Source: an optimization exercise on an open RTL-to-GDS flow (aim: small area). Production flows keep margins and buffers that such runs may drop.
In this exercise RTL edits were held to simulation tests only and were not proved equivalent to the original.

==> run H <==
Design fsk_rx, start of the top module:
module fsk_rx (
    input  wire        clk,
    input  wire        rst,           
    input  wire        in_valid,
    input  wire [15:0] in_i,
    input  wire [15:0] in_q,
    output reg         db_valid,
    output reg  [7:0]  db_level,
    output reg  [31:0] db_maxsq,
    output reg         hit_valid,
    output reg         byte_valid,
    output reg  [7:0]  byte_data,
    output reg         byte_first,
    output reg         byte_last
);
clock: 12.0 ns
lec_check: 0
cap_margin: 20
core_margin: 2
core_utilization: 40
slew_margin: 20
standard.sh (not shown) runs the stock make flow with config.mk's settings and CLKGATE_MAP_FILE= SYNTH_SCRIPT=/design/flow/synth_recipe.tcl, a recipe that flattens the netlist after the stock synthesis.
==> flow/flow/run.sh <==
#!/bin/bash
# Standard layout, with two changes:
#  - after the standard synthesis, flow/polarity.py removes the inverters
#    Yosys leaves between full adders (same function, same registers);
#  - ports are buffered with sky130_fd_sc_hd__buf_1.
set -euo pipefail
RES=$(sed -n 's/.*WORK_HOME=\([^ ]*\).*/\1/p' standard.sh | head -1)/results/$FLOW_PLATFORM/fsk_rx/base
LIB=$FLOW_HOME/platforms/$FLOW_PLATFORM/lib/sky130_fd_sc_hd__tt_025C_1v80.lib
bash standard.sh synth > synth.log 2>&1
cp "$RES/1_2_yosys.v" yosys_standard.v
python3 flow/polarity.py "$LIB" yosys_standard.v yosys_polarity.v > polarity.log 2>&1
cp yosys_polarity.v "$RES/1_2_yosys.v"
rm -f "$RES/1_synth.odb" "$RES/1_synth.sdc"
bash standard.sh "BUFFER_PORTS_ARGS=-buffer_cell sky130_fd_sc_hd__buf_1" finish > layout.log 2>&1
Other scripts of this flow, unchanged in this note and not shown: flow/flow/polarity.py
==> run A (differences from run H) <==
--- a/flow/flow/run.sh
+++ b/flow/flow/run.sh
@@ -13,2 +13,4 @@
 rm -f "$RES/1_synth.odb" "$RES/1_synth.sdc"
-bash standard.sh "BUFFER_PORTS_ARGS=-buffer_cell sky130_fd_sc_hd__buf_1" finish > layout.log 2>&1
+bash standard.sh "BUFFER_PORTS_ARGS=-buffer_cell sky130_fd_sc_hd__buf_1" \
+  "CTS_ARGS=-sink_clustering_enable -repair_clock_nets -dont_use_dummy_load -buf_list sky130_fd_sc_hd__clkbuf_8" \
+  finish > layout.log 2>&1
Settings changed: CORE_UTILIZATION 40 to 60.
==> run P (differences from run H) <==
--- a/flow/flow/run.sh
+++ b/flow/flow/run.sh
@@ -13,2 +13,4 @@
 rm -f "$RES/1_synth.odb" "$RES/1_synth.sdc"
-bash standard.sh "BUFFER_PORTS_ARGS=-buffer_cell sky130_fd_sc_hd__buf_1" finish > layout.log 2>&1
+bash standard.sh "BUFFER_PORTS_ARGS=-buffer_cell sky130_fd_sc_hd__buf_1" \
+  "CTS_ARGS=-sink_clustering_enable -repair_clock_nets -dont_use_dummy_load -buf_list sky130_fd_sc_hd__clkbuf_8" \
+  finish > layout.log 2>&1
==> run C (differences from run H) <==
--- a/flow/flow/run.sh
+++ b/flow/flow/run.sh
@@ -13,2 +13,4 @@
 rm -f "$RES/1_synth.odb" "$RES/1_synth.sdc"
-bash standard.sh "BUFFER_PORTS_ARGS=-buffer_cell sky130_fd_sc_hd__buf_1" finish > layout.log 2>&1
+bash standard.sh "BUFFER_PORTS_ARGS=-buffer_cell sky130_fd_sc_hd__buf_1" \
+  "CTS_ARGS=-sink_clustering_enable -repair_clock_nets -dont_use_dummy_load -buf_list sky130_fd_sc_hd__clkbuf_8" \
+  finish > layout.log 2>&1
Settings changed: CAP_MARGIN 20 to 0, SLEW_MARGIN 20 to 0.
==> summary of the runs <==
- Area after synthesis is the same in run C and run A.
- Setup slack, lowest first: run P, run C, run H, run A.
- In synthesized cell count, run A and run C do not differ.
- Wire length: run H is higher than run A (about 6%).
- In count of clock-buffer cells in the layout, run C and run A do not differ.
==> figures <==
| item | run P | run A | run C | run H |
|---|---|---|---|---|
| Result of the run | no timing/DRC/antenna violations | no timing/DRC/antenna violations | no timing/DRC/antenna violations | no timing/DRC/antenna violations |
| Worst setup slack after layout | 0.668 ns | 1.07 ns | 0.673 ns | 0.819 ns |
| Total length of routed wires | 83.0 mm | 78.4 mm | 83.0 mm | 83.0 mm |
| Average wire per cell in the routed design | 22.7 µm | 23.1 µm | 22.7 µm | 22.6 µm |
| Sequential standard cell area | 3830 µm² | 3830 µm² | 3830 µm² | 3830 µm² |
| Post-layout nets | 3431 | 3424 | 3431 | 3431 |
| Met3 layer usage reported by global route | 0.0463 | 0.0893 | 0.0463 | 0.0495 |
| Relative max-transition margin | 0.245 | 0.231 | 0.173 | 0.246 |
| Iteration count of the initial detailed-routing pass | 5 | 6 | 5 | 6 |
| Buf+Inv Stages, Crit Path | 5 | 5 | 5 | 14 |


==> inputs of job 9531 <==
fsk_rx again, from the RTL that the note above started with.
==> flow/config.mk <==
export PLATFORM = sky130hd
export DESIGN_NAME = fsk_rx
export DESIGN_NICKNAME = fsk_rx
export VERILOG_FILES = /design/flow/design.v
export SDC_FILE = /design/flow/constraint.sdc
export NUM_CORES = 4
export LEC_CHECK = 0
export CAP_MARGIN = 20
export CORE_MARGIN = 2
export CORE_UTILIZATION = 40
export SLEW_MARGIN = 20
==> flow/constraint.sdc <==
create_clock -name core_clock -period 12.0 [get_ports {clk}]
set_input_delay 2.4000 -clock core_clock [delete_from_list [all_inputs] [get_ports {clk}]]
set_output_delay 2.4000 -clock core_clock [all_outputs]
set_load 0.01 [all_outputs]
==> flow/flow/run.sh <==
#!/bin/bash
# Standard layout, with these changes:
#  - the standard synthesis's netlist is improved before floorplanning:
#    flow/polarity.py removes the inverters Yosys leaves between full adders,
#    flow/remap.sh re-maps the logic between registers and adder cells with
#    ABC's area mapper, and polarity.py runs again on the result.  The
#    registers, their names and cell types are unchanged; flow/simcheck.py
#    compares each result with the standard netlist on random patterns, and
#    the flow falls back to the last good netlist if anything differs;
#  - ports are buffered with sky130_fd_sc_hd__buf_1;
#  - the clock tree uses sky130_fd_sc_hd__clkbuf_8 and no dummy loads.
set -uo pipefail
RES=$(sed -n 's/.*WORK_HOME=\([^ ]*\).*/\1/p' standard.sh | head -1)/results/$FLOW_PLATFORM/fsk_rx/base
LIB=$FLOW_HOME/platforms/$FLOW_PLATFORM/lib/sky130_fd_sc_hd__tt_025C_1v80.lib
export SIMCHECK_LIB=$LIB
bash standard.sh synth > synth.log 2>&1 || exit 1
cp "$RES/1_2_yosys.v" yosys_standard.v

flops() { grep -E "^\s*sky130_fd_sc_hd__(dfxtp|edfxtp|dfrtp|dfstp|sdf|dfbb|dfxbp|dfrbp|dlx|dlr)" "$1" | awk '{print $1, $2}' | sort | md5sum; }
good() {  # good NEW: same registers and same function as the standard netlist
  [[ -s "$1" ]] && [[ "$(flops "$1")" == "$(flops yosys_standard.v)" ]] &&
    python3 flow/simcheck.py yosys_standard.v "$1" 4096 >> simcheck.log 2>&1
}
best=yosys_standard.v
python3 flow/polarity.py "$LIB" yosys_standard.v yosys_pol1.v > polarity1.log 2>&1 &&
  good yosys_pol1.v && best=yosys_pol1.v
bash flow/remap.sh "$LIB" "$best" yosys_remap.v remap > remap.log 2>&1 &&
  good yosys_remap.v &&
  python3 flow/polarity.py "$LIB" yosys_remap.v yosys_pol2.v > polarity2.log 2>&1 &&
  good yosys_pol2.v && best=yosys_pol2.v
echo "netlist used: $best" | tee netlist_used.log
cp "$best" "$RES/1_2_yosys.v"
rm -f "$RES/1_synth.odb" "$RES/1_synth.sdc"
bash standard.sh "BUFFER_PORTS_ARGS=-buffer_cell sky130_fd_sc_hd__buf_1" \
  "CTS_ARGS=-sink_clustering_enable -repair_clock_nets -dont_use_dummy_load -buf_list sky130_fd_sc_hd__clkbuf_8" \
  finish > layout.log 2>&1
==> flow/flow/cellmap.py <==
import re,sys
LIB=sys.argv[1]; used=set(re.findall(r'^\s*(sky130_fd_sc_hd__\w+)\s', open(sys.argv[2]).read(), re.M))
lib=open(LIB).read()
skip=('fa_','ha_','df','edf','sdf','dl','conb','tap','fill','decap')
out=[]
for m in re.finditer(r'cell \("(sky130_fd_sc_hd__\w+)"\)\s*\{', lib):
    name=m.group(1)
    if name not in used or any(name.startswith('sky130_fd_sc_hd__'+s) for s in skip): continue
    end=lib.find('\n    cell ("', m.end()); body=lib[m.end():end]
    ins=[]; outs={}
    for pm in re.finditer(r'pin \("(\w+)"\)\s*\{(.*?)\n        \}', body, re.S):
        fm=re.search(r'function\s*:\s*"([^"]*)"', pm.group(2))
        dm=re.search(r'direction\s*:\s*"?(\w+)', pm.group(2))
        if fm: outs[pm.group(1)]=fm.group(1)
        elif dm and dm.group(1)=='input': ins.append(pm.group(1))
    if len(outs)!=1: continue
    (o,f),=outs.items()
    e=f.replace('!','~').replace('*','&').replace('+','|')
    out.append("module %s(%s);\n%s\n  output %s;\n  assign %s = %s;\nendmodule\n"%(name, ", ".join(ins+[o]), "\n".join("  input %s;"%i for i in ins), o, o, e))
open(sys.argv[3],'w').write("".join(out))
==> flow/flow/remap.sh <==
#!/bin/bash
# usage: remap.sh lib in.v out.v workdir
# Re-maps the combinational logic of a mapped netlist with ABC's area
# mapper.  Flip-flops, full and half adders and tie cells are kept as they
# are (same instances, same names); every other cell is turned back into
# its logic function first.
set -euo pipefail
LIB=$1; IN=$2; OUT=$3; W=$4
mkdir -p "$W"
python3 "$(dirname "$0")/cellmap.py" "$LIB" "$IN" "$W/cellmap.v"
DU=""
PLAT_CFG=${FLOW_HOME:-/OpenROAD-flow-scripts/flow}/platforms/${FLOW_PLATFORM:-sky130hd}/config.mk
DONT_USE_LIST=$(sed -n '/DONT_USE_CELLS/,/^$/p' "$PLAT_CFG" | grep -o 'sky130_fd_sc_hd__[A-Za-z0-9_]*' | tr '\n' ' ')
for c in $DONT_USE_LIST; do DU="$DU -dont_use $c"; done
cat > "$W/remap.ys" <<EOS
read_liberty -lib $LIB
read_verilog $IN
read_verilog -overwrite $W/cellmap.v
hierarchy -top ${FLOW_TOP:-fsk_rx}
flatten
techmap
opt -fast
abc -liberty $LIB $DU -D $(python3 -c "print(int(float('${FLOW_PERIOD_NS:-12}')*1000))") -script +strash;dch;amap;topo;stime,-c;dnsize,-c
setundef -zero
hilomap -singleton -hicell sky130_fd_sc_hd__conb_1 HI -locell sky130_fd_sc_hd__conb_1 LO
splitnets
opt_clean -purge
insbuf -buf sky130_fd_sc_hd__buf_4 A X
stat -liberty $LIB
write_verilog -noattr -nohex -nodec $OUT
EOS
yosys -q -l "$W/remap.log" -p "script $W/remap.ys" > /dev/null
Other scripts of this flow, unchanged in this note and not shown: flow/flow/polarity.py, flow/flow/simcheck.py
==> inputs of job 2271, as changes to job 9531 <==
--- a/flow/flow/run.sh
+++ b/flow/flow/run.sh
@@ -9,2 +9,4 @@
 #    the flow falls back to the last good netlist if anything differs;
+#    flow/unbuf.py then drops the buffers synthesis put in front of output
+#    ports (the layout's own port buffers replace them);
 #  - ports are buffered with sky130_fd_sc_hd__buf_1;
@@ -30,2 +32,4 @@
   good yosys_pol2.v && best=yosys_pol2.v
+python3 flow/unbuf.py "$best" yosys_unbuf.v > unbuf.log 2>&1 &&
+  good yosys_unbuf.v && best=yosys_unbuf.v
 echo "netlist used: $best" | tee netlist_used.log
--- a/flow/flow/cellmap.py
+++ b/flow/flow/cellmap.py
@@ -3,3 +3,4 @@
 lib=open(LIB).read()
-skip=('fa_','ha_','df','edf','sdf','dl','conb','tap','fill','decap')
+import os
+skip=tuple(os.environ.get('REMAP_KEEP','fa_').split())+('df','edf','sdf','dl','conb','tap','fill','decap')
 out=[]
@@ -15,6 +16,6 @@
         elif dm and dm.group(1)=='input': ins.append(pm.group(1))
-    if len(outs)!=1: continue
-    (o,f),=outs.items()
-    e=f.replace('!','~').replace('*','&').replace('+','|')
-    out.append("module %s(%s);\n%s\n  output %s;\n  assign %s = %s;\nendmodule\n"%(name, ", ".join(ins+[o]), "\n".join("  input %s;"%i for i in ins), o, o, e))
+    if not outs: continue
+    os_=sorted(outs)
+    body="".join("  output %s;\n  assign %s = %s;\n"%(o,o,outs[o].replace('!','~').replace('*','&').replace('+','|')) for o in os_)
+    out.append("module %s(%s);\n%s\n%sendmodule\n"%(name, ", ".join(ins+os_), "\n".join("  input %s;"%i for i in ins), body))
 open(sys.argv[3],'w').write("".join(out))
--- a/flow/flow/remap.sh
+++ b/flow/flow/remap.sh
@@ -3,3 +3,3 @@
 # Re-maps the combinational logic of a mapped netlist with ABC's area
-# mapper.  Flip-flops, full and half adders and tie cells are kept as they
+# mapper (four rounds).  Flip-flops, full adders and tie cells are kept as they
 # are (same instances, same names); every other cell is turned back into
@@ -22,3 +22,3 @@
 opt -fast
-abc -liberty $LIB $DU -D $(python3 -c "print(int(float('${FLOW_PERIOD_NS:-12}')*1000))") -script +strash;dch;amap;topo;stime,-c;dnsize,-c
+abc -liberty $LIB $DU -D $(python3 -c "print(int(float('${FLOW_PERIOD_NS:-12}')*1000))") -script +${REMAP_SCRIPT:-strash;dch;amap;strash;dch;amap;strash;dch;amap;strash;dch;amap;topo;dnsize,-c}
 setundef -zero
==> flow/flow/unbuf.py (new file) <==
#!/usr/bin/env python3
"""Drop the buffers Yosys's insbuf put between a cell output and an output
port: the driving cell then drives the port net directly (the port still
gets its own buffer from the layout flow's buffer_ports).

usage: unbuf.py in.v out.v
"""
import re
import sys

src = open(sys.argv[1]).read()
cell_re = re.compile(r"^(\s*)(sky130_fd_sc_hd__\w+)\s+(\S+)\s*\((.*?)\);\n", re.S | re.M)
pin_re = re.compile(r"\.(\w+)\(\s*(.*?)\s*\)\s*(?:,|$)", re.S)

outs, ins = set(), set()
for m in re.finditer(r"^\s*(input|output)\s+(\[\d+:\d+\]\s*)?(\S+?)\s*;", src, re.M):
    (outs if m.group(1) == "output" else ins).add(m.group(3))


def port_of(n):
    return n.split("[")[0].strip()


cells = []
for m in cell_re.finditer(src):
    pins = dict((p, n.strip()) for p, n in pin_re.findall(m.group(4)))
    cells.append([m.group(2), m.group(3), pins, m.span()])

uses = {}
for c in cells:
    for n in c[2].values():
        uses[n] = uses.get(n, 0) + 1

rename = {}
drop = set()
for i, (typ, name, pins, _) in enumerate(cells):
    if re.match(r"sky130_fd_sc_hd__buf_\d+$", typ) and set(pins) == {"A", "X"}:
        a, x = pins["A"], pins["X"]
        if port_of(x) in outs and port_of(a) not in outs and port_of(a) not in ins \
                and a not in rename and not a.startswith("1'"):
            rename[a] = x
            drop.add(i)


def esc(n):
    return n + " " if n.startswith("\\") else n


out = []
last = 0
for i, (typ, name, pins, span) in enumerate(cells):
    out.append(src[last:span[0]])
    last = span[1]
    if i in drop:
        continue
    body = ",\n".join("    .%s(%s)" % (p, esc(rename.get(n, n))) for p, n in pins.items())
    out.append("  %s %s (\n%s\n  );\n" % (typ, name, body))
out.append(src[last:])
open(sys.argv[2], "w").write("".join(out))
sys.stderr.write("unbuf: %d port buffers dropped\n" % len(drop))
==> metrics.md <==
| Metric | Value |
|---|---|
| Status | no timing/DRC/antenna violations |
| CTS resizes | 1 |
| Cell Area, Placed | 0.0220 sq mm |
| Worst hold slack | 0.408 ns |
| Inverters | 292 |
| Hold path depth | 2 |
| Final worst slack | 0.591 ns |
| Worst-path clk slew | 0.10 ns |
| Largest net degree at the start of global routing | 59 |
| CP peak stage delay | 0.53 ns |
(the above is from job 2271)
==> metrics.md <==
| Metric | Value |
|---|---|
| Cell Area, Placed | 0.0242 sq mm |
| Inverters | 311 |
| Max-area cell class | multi-input gates |
| Mapped cell area | 0.0224 sq mm |
| Worst hold slack | 0.430 ns |
| Worst-path clk slew | 0.08 ns |
| Met3 WL | 6540 um |
| CP peak stage delay | 0.56 ns |
| Final worst slack | 0.625 ns |
| Multi-input combinational area share | 70.1% |
| Status | no timing/DRC/antenna violations |
(the above is from job 9531)

[re-timing with driven ports]
Ports are ideal in the flow. The routed layouts listed here were re-timed in OpenROAD. Step 1, drivers: a clkbuf_16 drives clk and a buf_2 each remaining input, both assumed. Step 2 also shifts input and output timing later by t, the mid clock arrival at the registers, as if the neighbouring blocks saw the same clock. Three values: ideal ports, drivers, drivers and shift; two values: the first two.
run | t, ns | setup slack, ns | worst setup path at the end
run H | 0.523 | 0.819 / 0.762 / 0.840 | input to register
run A | 0.542 | 1.071 / 1.010 / 0.875 | input to register
run P | 0.562 | 0.668 / 0.617 / 0.860 | input to register
run C | 0.561 | 0.673 / 0.622 / 0.859 | input to register
job 9531 | 0.585 | 0.625 / 0.563 / 0.297 | input to register
job 2271 | 0.587 | 0.591 / 0.538 / 0.197 | input to register
After both steps setup and hold are still met in every run listed. The setup slack of job 2271, which loses most, moves by -0.053 ns with the drivers and by -0.394 ns with both steps.
